This is an optimization exercise on Yosys and OpenROAD, whose aim is small area, a short achievable clock period and few clock cycles, not a production implementation. At most, simulation tests tie the RTL to the original design; equivalence was not proved. Power is estimated from default activity; no workload was simulated.

## run 1
Design nrf_host_link, start of the top module:
module nrf_host_link (
    input  wire        clk,
    input  wire        rst,
    input  wire        in_valid,
    input  wire [7:0]  in_data,
    input  wire        in_last,
    output reg         in_ready,
    output reg         pay_valid,
    output wire [7:0]  pay_data,
    output wire        pay_last,
    input  wire        pay_ready,
    output reg         cmd_done,
    output reg  [6:0]  cfg_channel,
    output reg  [1:0]  cfg_speed,
    output reg  [39:0] cfg_tx,
    output reg  [39:0] cfg_rx,
    output reg  [3:0]  cfg_opt,       
    input  wire        rx_valid,
    input  wire [7:0]  rx_data,
    input  wire        rx_last,
    output reg         rx_ready,
    output reg         out_valid,
    output reg  [7:0]  out_data,
    output reg         out_last,
    input  wire        out_ready
);
Size in the first run: roughly 860 cells after synthesis, roughly 190 flip-flops, ~140 I/O pins.
export LEC_CHECK = 0
export ABC_CLOCK_PERIOD_IN_PS = 2500
export CAP_MARGIN = 20
export CORE_MARGIN = 2
export CORE_UTILIZATION = 40
export SETUP_SLACK_MARGIN = 5
export SLEW_MARGIN = 20
create_clock -name core_clock -period 8.0 [get_ports {clk}]
standard.sh (not shown) runs the stock make flow with config.mk's settings and CLKGATE_MAP_FILE= SYNTH_SCRIPT=/design/flow/synth_recipe.tcl, a recipe that flattens the netlist after the stock synthesis.
==> flow/flow/run.sh <==
#!/bin/bash
set -euo pipefail
export BUFFER_PORTS_ARGS="-buffer_cell sky130_fd_sc_hd__buf_1"
bash standard.sh > standard.log 2>&1
diff inputs: run 1 => run 2
- SETUP_SLACK_MARGIN: 5 -> unset
==> flow/flow/run.sh <==
#!/bin/bash
set -euo pipefail
export BUFFER_PORTS_ARGS="-buffer_cell sky130_fd_sc_hd__buf_1"
export SETUP_SLACK_MARGIN=5.3
bash standard.sh > standard.log 2>&1
==> results.txt <==
Area: run 2 vs run 1 -> run 2 larger. Re clock tree buffer count of the final layout: run 2 and run 1 aren't equal, and the higher value belongs to run 2. Run 2 has completed all stages; timing, DRC and antenna checks passed. Relative to run 1, worst-margin pin slew has increased by 35 ps in run 2. Any difference in effective utilization at floorplan between run 1 and run 2 is small enough to ignore. Between run 2 and run 1, the difference in max-slew violation count is negligible. Re fraction of met1 tracks used by global routing: run 2 is 0.78 points down on run 1. Looking at final total power across both flows, run 2 is the weaker of the two, with run 1 ahead. Changes observed in run 2 relative to run 1: non-clock buffer count increased 1; final cell count essentially unchanged; combined flip-flop and latch cell area essentially unchanged.
Modified inputs, run 3 compared to run 2
- a change of CORE_UTILIZATION from 40 to 65
- an added SETUP_SLACK_MARGIN of 5
==> flow/flow/run.sh <==
#!/bin/bash
set -euo pipefail
export BUFFER_PORTS_ARGS="-buffer_cell sky130_fd_sc_hd__buf_1"
bash standard.sh > standard.log 2>&1
### Flow results
From run 2 to run 3 the numbers moved as follows: portion of the layout cell area used by non-clock buffers barely changed; relative contribution of the clock network to total power went down 0.3 points; relative contribution of combinational cells to total power decreased 0.2 points; total of plain and repair buffers excluding clock buffers went down 3; share of the clock period used by the worst path went up. Wire length of the first global-routing pass was higher in the run labelled run 2. Number of clock buffers in the layout: run 3 vs run 2 up 4. Required time at the endpoint of the critical path across run 2 and run 3: no real change. Against run 2 as the reference, run 3 delivers a lower clock skew. Of run 2 and run 3, the higher instance area after placement belongs to run 2. Run 3 vs run 2: worst hold slack up.
diff inputs: run 3 => run 4
- clearing ABC_CLOCK_PERIOD_IN_PS, which used to be 2500
- swapping 65 for 40 in CORE_UTILIZATION
- clearing SETUP_SLACK_MARGIN, which used to be 5
==> flow/flow/run.sh <==
#!/bin/bash
set -euo pipefail
export BUFFER_PORTS_ARGS="-buffer_cell sky130_fd_sc_hd__buf_1"
export SETUP_SLACK_MARGIN=5.3
export CTS_ARGS="-sink_clustering_enable -repair_clock_nets -root_buf sky130_fd_sc_hd__clkbuf_16 -buf_list sky130_fd_sc_hd__clkbuf_8 -dont_use_dummy_load"
bash standard.sh > standard.log 2>&1
--- outcome ---
- Status | run 4 and run 3 | clean
- The higher combinational gate power of run 4 and run 3 is in run 4.
- Die: run 4 bigger than run 3
- Run 4 -> run 3: number of multi-input combinational cells in the layout delta 0, exact match
- When run 4 is measured against run 3, its sequential group share of total power turns out 11 points higher.
- The lower power density normalized to cell area came out of run 4.
- Number of nets in the finished design in run 4 vs run 3: up 0.30%
No run of this note included a check of the RTL's function; only the layout flow was run.

* * *

Setup of build 43:
nrf_host_link, a different RTL version from the one above (not shown whole).
Size: ~830 cells after synthesis, roughly 190 flip-flops, roughly 8200 um2 of cells after synthesis.
Design nrf_host_link, start of the top module:
module nrf_host_link (
    input  wire        clk,
    input  wire        rst,
    input  wire        in_valid,
    input  wire [7:0]  in_data,
    input  wire        in_last,
    output reg         in_ready,
    output reg         pay_valid,
    output wire [7:0]  pay_data,
    output wire        pay_last,
    input  wire        pay_ready,
    output reg         cmd_done,
    output reg  [6:0]  cfg_channel,
    output reg  [1:0]  cfg_speed,
    output reg  [39:0] cfg_tx,
    output reg  [39:0] cfg_rx,
    output reg  [3:0]  cfg_opt,       
    input  wire        rx_valid,
    input  wire [7:0]  rx_data,
    input  wire        rx_last,
    output reg         rx_ready,
    output reg         out_valid,
    output reg  [7:0]  out_data,
    output reg         out_last,
    input  wire        out_ready
);
export LEC_CHECK = 0
export ABC_CLOCK_PERIOD_IN_PS = 2500
export CAP_MARGIN = 20
export CORE_MARGIN = 2
export CORE_UTILIZATION = 40
export SLEW_MARGIN = 20
create_clock -name core_clock -period 8.0 [get_ports {clk}]
==> flow/flow/run.sh <==
#!/bin/bash
set -euo pipefail
export BUFFER_PORTS_ARGS="-buffer_cell sky130_fd_sc_hd__buf_1"
export SETUP_SLACK_MARGIN=5.6
bash standard.sh > standard.log 2>&1
Testbench counts of build 43, summed over its fixed seeds: cycles 31,116.
Setup changes, build 43 to build 87
--- a/flow/flow/run.sh
+++ b/flow/flow/run.sh
@@ -4 +4,2 @@
-export SETUP_SLACK_MARGIN=5.6
+export SETUP_SLACK_MARGIN=5.5
+export CTS_ARGS="-sink_clustering_enable -repair_clock_nets -root_buf sky130_fd_sc_hd__clkbuf_16 -buf_list sky130_fd_sc_hd__clkbuf_8 -dont_use_dummy_load"
--- a/flow/config.mk
+++ b/flow/config.mk
@@ -8 +7,0 @@
-export ABC_CLOCK_PERIOD_IN_PS = 2500
### Flow results
The total routing resource utilization after global routing in build 87 was lower than what build 43 gave.
[build 87 vs build 43] post-layout worst setup margin: higher in build 87
Build 87 vs. build 43: worst hold-check slack fell by 9.8 ps, met3 global-route usage rose by 0.25 points, buffer count from post-CTS setup fixing fell by 19.
Between build 87 and build 43, it is build 87 whose filler cell count is higher, by 193.
Area of the core came out exactly the same in build 87 and build 43.
Comparing routing usage on met1 for build 87 and build 43, the smaller number came from build 87.
Compared with build 43, in build 87 share of the clock period used by the worst path has decreased; inverter count moved down.
Changes in build 69 relative to build 87:
==> flow/flow/run.sh <==
#!/bin/bash
set -euo pipefail
export BUFFER_PORTS_ARGS="-buffer_cell sky130_fd_sc_hd__buf_1"
export SETUP_SLACK_MARGIN=5.3
bash standard.sh > standard.log 2>&1
Findings:
From build 87 to build 69 the numbers moved as follows: time the final worst path needs with I/O delays and setup increased 140 ps, clock skew has decreased. Build 87 reports its capturing element of the worst setup path as pay_data[1] while build 69 reports cfg_opt[1]. Re number of clock buffer instances in the layout: build 87 was lower than build 69. Row area growth from synthesis to layout: build 69 lower / build 87 higher. All-layer global routing usage delta (build 87 -> build 69): insignificant.
Edits applied to the flow inputs when going from build 69 to build 42:
--- a/flow/flow/run.sh
+++ b/flow/flow/run.sh
@@ -4,0 +5 @@
+export CTS_ARGS="-sink_clustering_enable -repair_clock_nets -root_buf sky130_fd_sc_hd__clkbuf_16 -buf_list sky130_fd_sc_hd__clkbuf_8 -dont_use_dummy_load"
--- outcome ---
- Comparing build 42 and build 69, the lower wire length of the first global-routing pass is on build 42.
- Layout-stage area growth over the synthesis result: build 42 < build 69
- Global-route track usage on met1: build 42 and build 69 compared, higher one is build 69
- Clock-buffer cell count came out lower on build 42 than on build 69.

* * *

== try-harbor ==
nrf_host_link again, from the RTL that the note above started with.
==> flow/config.mk <==
export PLATFORM = sky130hd
export DESIGN_NAME = nrf_host_link
export DESIGN_NICKNAME = nrf_host_link
export VERILOG_FILES = /design/flow/design.v
export SDC_FILE = /design/flow/constraint.sdc
export NUM_CORES = 4
export LEC_CHECK = 0
export CAP_MARGIN = 20
export CORE_MARGIN = 2
export CORE_UTILIZATION = 40
export CTS_BUF_LIST = sky130_fd_sc_hd__clkbuf_8
export SLEW_MARGIN = 20
==> flow/constraint.sdc <==
create_clock -name core_clock -period 8.0 [get_ports {clk}]
set_input_delay 1.6000 -clock core_clock [delete_from_list [all_inputs] [get_ports {clk}]]
set_output_delay 1.6000 -clock core_clock [all_outputs]
set_load 0.01 [all_outputs]
==> flow/flow/run.sh <==
#!/bin/bash
set -euo pipefail
export BUFFER_PORTS_ARGS="-buffer_cell sky130_fd_sc_hd__buf_1"
export SETUP_SLACK_MARGIN=5.3
bash standard.sh > standard.log 2>&1
Testbench counts of try-harbor, summed over its fixed seeds: cycles 31,116.
For try-fjord, these inputs were changed with respect to try-harbor:
Settings: CTS_BUF_LIST removed (was sky130_fd_sc_hd__clkbuf_8).
diff --git a/flow/flow/run.sh b/flow/flow/run.sh
--- a/flow/flow/run.sh
+++ b/flow/flow/run.sh
@@ -4 +4,2 @@
-export SETUP_SLACK_MARGIN=5.3
+export SETUP_SLACK_MARGIN=5.4
+export CTS_ARGS="-sink_clustering_enable -repair_clock_nets -root_buf sky130_fd_sc_hd__clkbuf_16 -buf_list sky130_fd_sc_hd__clkbuf_8 -dont_use_dummy_load"
### Flow results
Per the comparison of try-fjord with try-harbor, number of cells in the finished layout apart from fillers went down 17, static power due to leakage went down about 1.4%.
The part of the cycle the worst path needs number comes out higher for try-harbor vs try-fjord.
Between try-fjord and try-harbor, half-perimeter wire length after detailed placement is lower for try-harbor, try-fjord comes in above that.
First-pass GRT wire length | try-fjord below try-harbor
Taking try-harbor as the reference, in try-fjord sequential share of cell area higher, power consumption lower.
What try-amber does differently from try-fjord at the input level:
Settings: putting ABC_CLOCK_PERIOD_IN_PS at 2500 where nothing was set.
==> flow/flow/run.sh <==
#!/bin/bash
set -euo pipefail
export BUFFER_PORTS_ARGS="-buffer_cell sky130_fd_sc_hd__buf_1"
export SETUP_SLACK_MARGIN=5.3
bash standard.sh > standard.log 2>&1
Notes after the runs:
try-amber ended with every stage complete and zero timing, DRC or antenna violations. [diff] post-route worst setup slack, try-amber relative to try-fjord: regression. In the flow results for try-fjord and try-amber, the cell leakage power is smaller on try-fjord. As far as worst hold slack is concerned, try-fjord and try-amber perform about the same. Compared with try-fjord, try-amber shows a higher mean routed wirelength per cell. Summary of try-amber over try-fjord: routed wire length up 1.8%, storage element area flat, layout overhead on the synthesized area up 3.5 points.
Input changes introduced in try-umber (baseline for comparison: try-amber):
Settings: CORE_UTILIZATION changed from 40 to 60; ABC_CLOCK_PERIOD_IN_PS removed (was 2500).
==> results.txt <==
- Detail-routed net length per standard cell up 5.2% in try-umber wrt try-amber
- Going from try-amber to try-umber, highest achievable clock rate moved up, worst setup slack after placement went down 0.13 ns, global routing met1 resource utilization went up.
- Taking try-amber as the reference, in try-umber die area decreased about 33%, via count increased 278, routed wire length decreased about 3%.
diff inputs: try-umber => try-violet
Settings: CORE_UTILIZATION: 60 -> 40.
diff --git a/flow/flow/run.sh b/flow/flow/run.sh
--- a/flow/flow/run.sh
+++ b/flow/flow/run.sh
@@ -4,0 +5 @@
+export CTS_ARGS="-sink_clustering_enable -repair_clock_nets -root_buf sky130_fd_sc_hd__clkbuf_8 -buf_list sky130_fd_sc_hd__clkbuf_8 -dont_use_dummy_load"
==> comparison <==
Looking only at maximum VDD drop, and setting everything else aside, the lower value of try-umber and try-violet goes to try-violet.
[try-violet] area growth from synthesis to final layout fell 3.4 points relative to try-umber
Final area shrinks by a few percent when moving from try-umber to try-violet.
try-violet completed end to end with timing, DRC and antenna clean.
| worst clock skew | try-violet vs try-umber | 0.022 ns higher |

* * *

lane 1:
nrf_host_link, a different RTL version from the one above (not shown whole).
Size: ~810 cells after synthesis, about 140 I/O pins.
## nrf_host_link
module nrf_host_link (
    input  wire        clk,
    input  wire        rst,
    input  wire        in_valid,
    input  wire [7:0]  in_data,
    input  wire        in_last,
    output reg         in_ready,
    output reg         pay_valid,
    output wire [7:0]  pay_data,
    output wire        pay_last,
    input  wire        pay_ready,
    output reg         cmd_done,
    output reg  [6:0]  cfg_channel,
    output reg  [1:0]  cfg_speed,
    output reg  [39:0] cfg_tx,
    output reg  [39:0] cfg_rx,
    output reg  [3:0]  cfg_opt,       
    input  wire        rx_valid,
    input  wire [7:0]  rx_data,
    input  wire        rx_last,
    output reg         rx_ready,
    output reg         out_valid,
    output reg  [7:0]  out_data,
    output reg         out_last,
    input  wire        out_ready
);
    localparam CAPACITY  = 32;
    localparam CMD_IDENT = 8'h21;
    localparam CR        = 8'h0D;
    localparam LF        = 8'h0A;
    localparam [6:0]  DEFAULT_CHANNEL = 7'h4C;
    localparam [1:0]  DEFAULT_SPEED   = 2'd1;
    localparam [39:0] DEFAULT_TX      = 40'hE7E7E7E7E7;
    localparam [39:0] DEFAULT_RX      = 40'hC2C2C2C2C2;
    localparam [3:0]  DEFAULT_OPTIONS = 4'b1101;    
    function [3:0] hexval;
        input [7:0] c;
        begin
            hexval = 4'd0;
            if (c[7:4] == 4'h3) begin
                if (!c[3] || c[2:1] == 2'b00) hexval = c[3:0];
            end else if (c[7:4] == 4'h4 || c[7:4] == 4'h6) begin
                case (c[3:0])
                    4'h1: hexval = 4'hA;
                    4'h2: hexval = 4'hB;
                    4'h3: hexval = 4'hC;
                    4'h4: hexval = 4'hD;
                    4'h5: hexval = 4'hE;
                    4'h6: hexval = 4'hF;
                    default: hexval = 4'd0;
                endcase
            end
        end
    endfunction
    function is_le;
  ...
==> flow/config.mk <==
export PLATFORM = sky130hd
export DESIGN_NAME = nrf_host_link
export DESIGN_NICKNAME = nrf_host_link
export VERILOG_FILES = /design/flow/design.v
export SDC_FILE = /design/flow/constraint.sdc
export NUM_CORES = 4
export LEC_CHECK = 0
export CAP_MARGIN = 20
export CORE_MARGIN = 2
export CORE_UTILIZATION = 55
export SLEW_MARGIN = 20
==> flow/constraint.sdc <==
create_clock -name core_clock -period 8.0 [get_ports {clk}]
set_input_delay 1.6000 -clock core_clock [delete_from_list [all_inputs] [get_ports {clk}]]
set_output_delay 1.6000 -clock core_clock [all_outputs]
set_load 0.01 [all_outputs]
==> flow/flow/run.sh <==
#!/bin/bash
set -euo pipefail
export BUFFER_PORTS_ARGS="-buffer_cell sky130_fd_sc_hd__buf_1"
export SETUP_SLACK_MARGIN=5.45
export CTS_ARGS="-sink_clustering_enable -repair_clock_nets -root_buf sky130_fd_sc_hd__clkbuf_16 -buf_list sky130_fd_sc_hd__clkbuf_8 -dont_use_dummy_load"
bash standard.sh > standard.log 2>&1
Testbench counts of lane 1, summed over its fixed seeds: cycles 31,116.
Edits applied to the flow inputs when going from lane 1 to lane 2:
- CORE_UTILIZATION: 55 -> 40
==> flow/flow/run.sh <==
#!/bin/bash
set -euo pipefail
export BUFFER_PORTS_ARGS="-buffer_cell sky130_fd_sc_hd__buf_1"
export SETUP_SLACK_MARGIN=5.4
export CTS_ARGS="-sink_clustering_enable -repair_clock_nets -root_buf sky130_fd_sc_hd__clkbuf_16 -buf_list sky130_fd_sc_hd__clkbuf_8 -dont_use_dummy_load"
bash standard.sh > standard.log 2>&1
Notes after the runs:
- Lane 2 has completed all stages; timing, DRC and antenna checks passed.
- Compared with lane 1, in lane 2 pin count of the biggest net entering global routing picked up an extra 60%; final worst-path cycle share picked up an extra 0.38 points.
- On met2 routing resource usage after global routing: between lane 2 and lane 1, it ends up higher for lane 1.
- Lower cell count of the worst reg-to-reg path among lane 2 and lane 1: lane 2
- As far as reported combinational group power is concerned, lane 1 and lane 2 perform about the same.
- Die size: lane 2 exceeds lane 1
- Lane 1 → lane 2: total routing resource utilization after global routing now smaller; horizontal die dimension picked up an extra 21 µm.
--- input diff lane 2..lane 3 ---
==> flow/flow/run.sh <==
#!/bin/bash
set -euo pipefail
export BUFFER_PORTS_ARGS="-buffer_cell sky130_fd_sc_hd__buf_2"
export SETUP_SLACK_MARGIN=5.5
export CTS_ARGS="-sink_clustering_enable -repair_clock_nets -root_buf sky130_fd_sc_hd__clkbuf_16 -buf_list sky130_fd_sc_hd__clkbuf_8 -dont_use_dummy_load"
bash standard.sh > standard.log 2>&1
--- outcome ---
Looking at shortest period the worst path allows, lane 3 sits below lane 2.
Total CTS buffers essentially unchanged between lane 2 and lane 3.
On power per cell area: between lane 3 and lane 2, it ends up lower for lane 3.
Lane 2 → lane 3: switching part of the total moved up; via count moved up.
Cmp lane 3 and lane 2 / share of layout cells above drive strength 1 / higher: lane 3
Lane 2 -> lane 3: maximum number of pins on one net before global-route repair decreased by more than half
## Diff of input files: lane 4 against lane 3
==> flow/flow/run.sh <==
#!/bin/bash
set -euo pipefail
export BUFFER_PORTS_ARGS="-buffer_cell sky130_fd_sc_hd__buf_1"
export SETUP_SLACK_MARGIN=5.45
export CTS_ARGS="-sink_clustering_enable -repair_clock_nets -root_buf sky130_fd_sc_hd__clkbuf_16 -buf_list sky130_fd_sc_hd__clkbuf_8 -dont_use_dummy_load"
bash standard.sh > standard.log 2>&1
Results
Delta (lane 4 minus lane 3): clock transition time at the flip-flop clock pins of the worst setup and hold paths higher; number of combinational gates with multiple inputs roughly the same; cell internal power dissipation lower; maximum fanout along the worst path higher.
Of the two values seen for most frequent standard cell in the layout excluding fill and tap cells, dfxtp_1 was produced by lane 4 and buf_2 by lane 3.
Count of clock-net buffers in the final layout delta (lane 3 -> lane 4): insignificant
Of lane 3 and lane 4, the run reporting the lower total routing resource utilization after global routing was lane 4.

## port drivers added, routing unchanged
In the flow no input, the clock included, has a driving cell. The finished layouts below were timed again as built, in two steps. Step 1 assumes that a clkbuf_16 drives the clock port and a buf_2 every other input. Step 2 times the ports against the registers' clock, not the clock port: input delays grow and output delays shrink by t, the midpoint of the rising clock arrivals with the driver on. a / b / c = ideal ports / drivers / drivers and shift; a / b = the first two.
| run | shift t [ns] | slack for setup (ns) | worst setup path at the end | worst data-port slew with drivers (ns) |
|---|---|---|---|---|
| run 1 | 0.480 | 5.201 / 5.223 / 4.743 | input to register | 0.04 |
| run 2 | 0.477 | 5.380 / 5.350 / 4.925 | input to register | 0.05 |
| run 3 | 0.475 | 5.167 / 5.188 / 4.713 | input to register | 0.06 |
| run 4 | 0.421 | 5.360 / 5.315 / 5.018 | input to register | 0.06 |
| build 43 | 0.469 | 5.474 / 5.434 / 5.186 | input to register | 0.03 |
| build 87 | 0.426 | 5.509 / 5.466 / 5.173 | input to register | 0.04 |
| build 69 | 0.476 | 5.369 / 5.324 / 4.970 | input to register | 0.04 |
| build 42 | 0.423 | 5.381 / 5.386 / 4.981 | input to register | 0.04 |
| try-harbor | 0.507 | 5.356 / 5.316 / 4.876 | input to register | 0.04 |
| try-fjord | 0.424 | 5.445 / 5.403 / 5.079 | input to register | 0.04 |
| try-amber | 0.476 | 5.369 / 5.324 / 4.970 | input to register | 0.04 |
| try-umber | 0.472 | 5.378 / 5.337 / 4.959 | input to register | 0.03 |
| try-violet | 0.495 | 5.363 / 5.323 / 4.883 | input to register | 0.04 |
| lane 1 | 0.411 | 5.480 / 5.436 / 5.095 | input to register | 0.03 |
| lane 2 | 0.419 | 5.450 / 5.403 / 5.086 | input to register | 0.04 |
| lane 3 | 0.434 | 5.488 / 5.441 / 5.098 | input to register | 0.04 |
| lane 4 | 0.422 | 5.489 / 5.444 / 5.101 | input to register | 0.04 |
After both steps setup and hold are still met in every run listed.
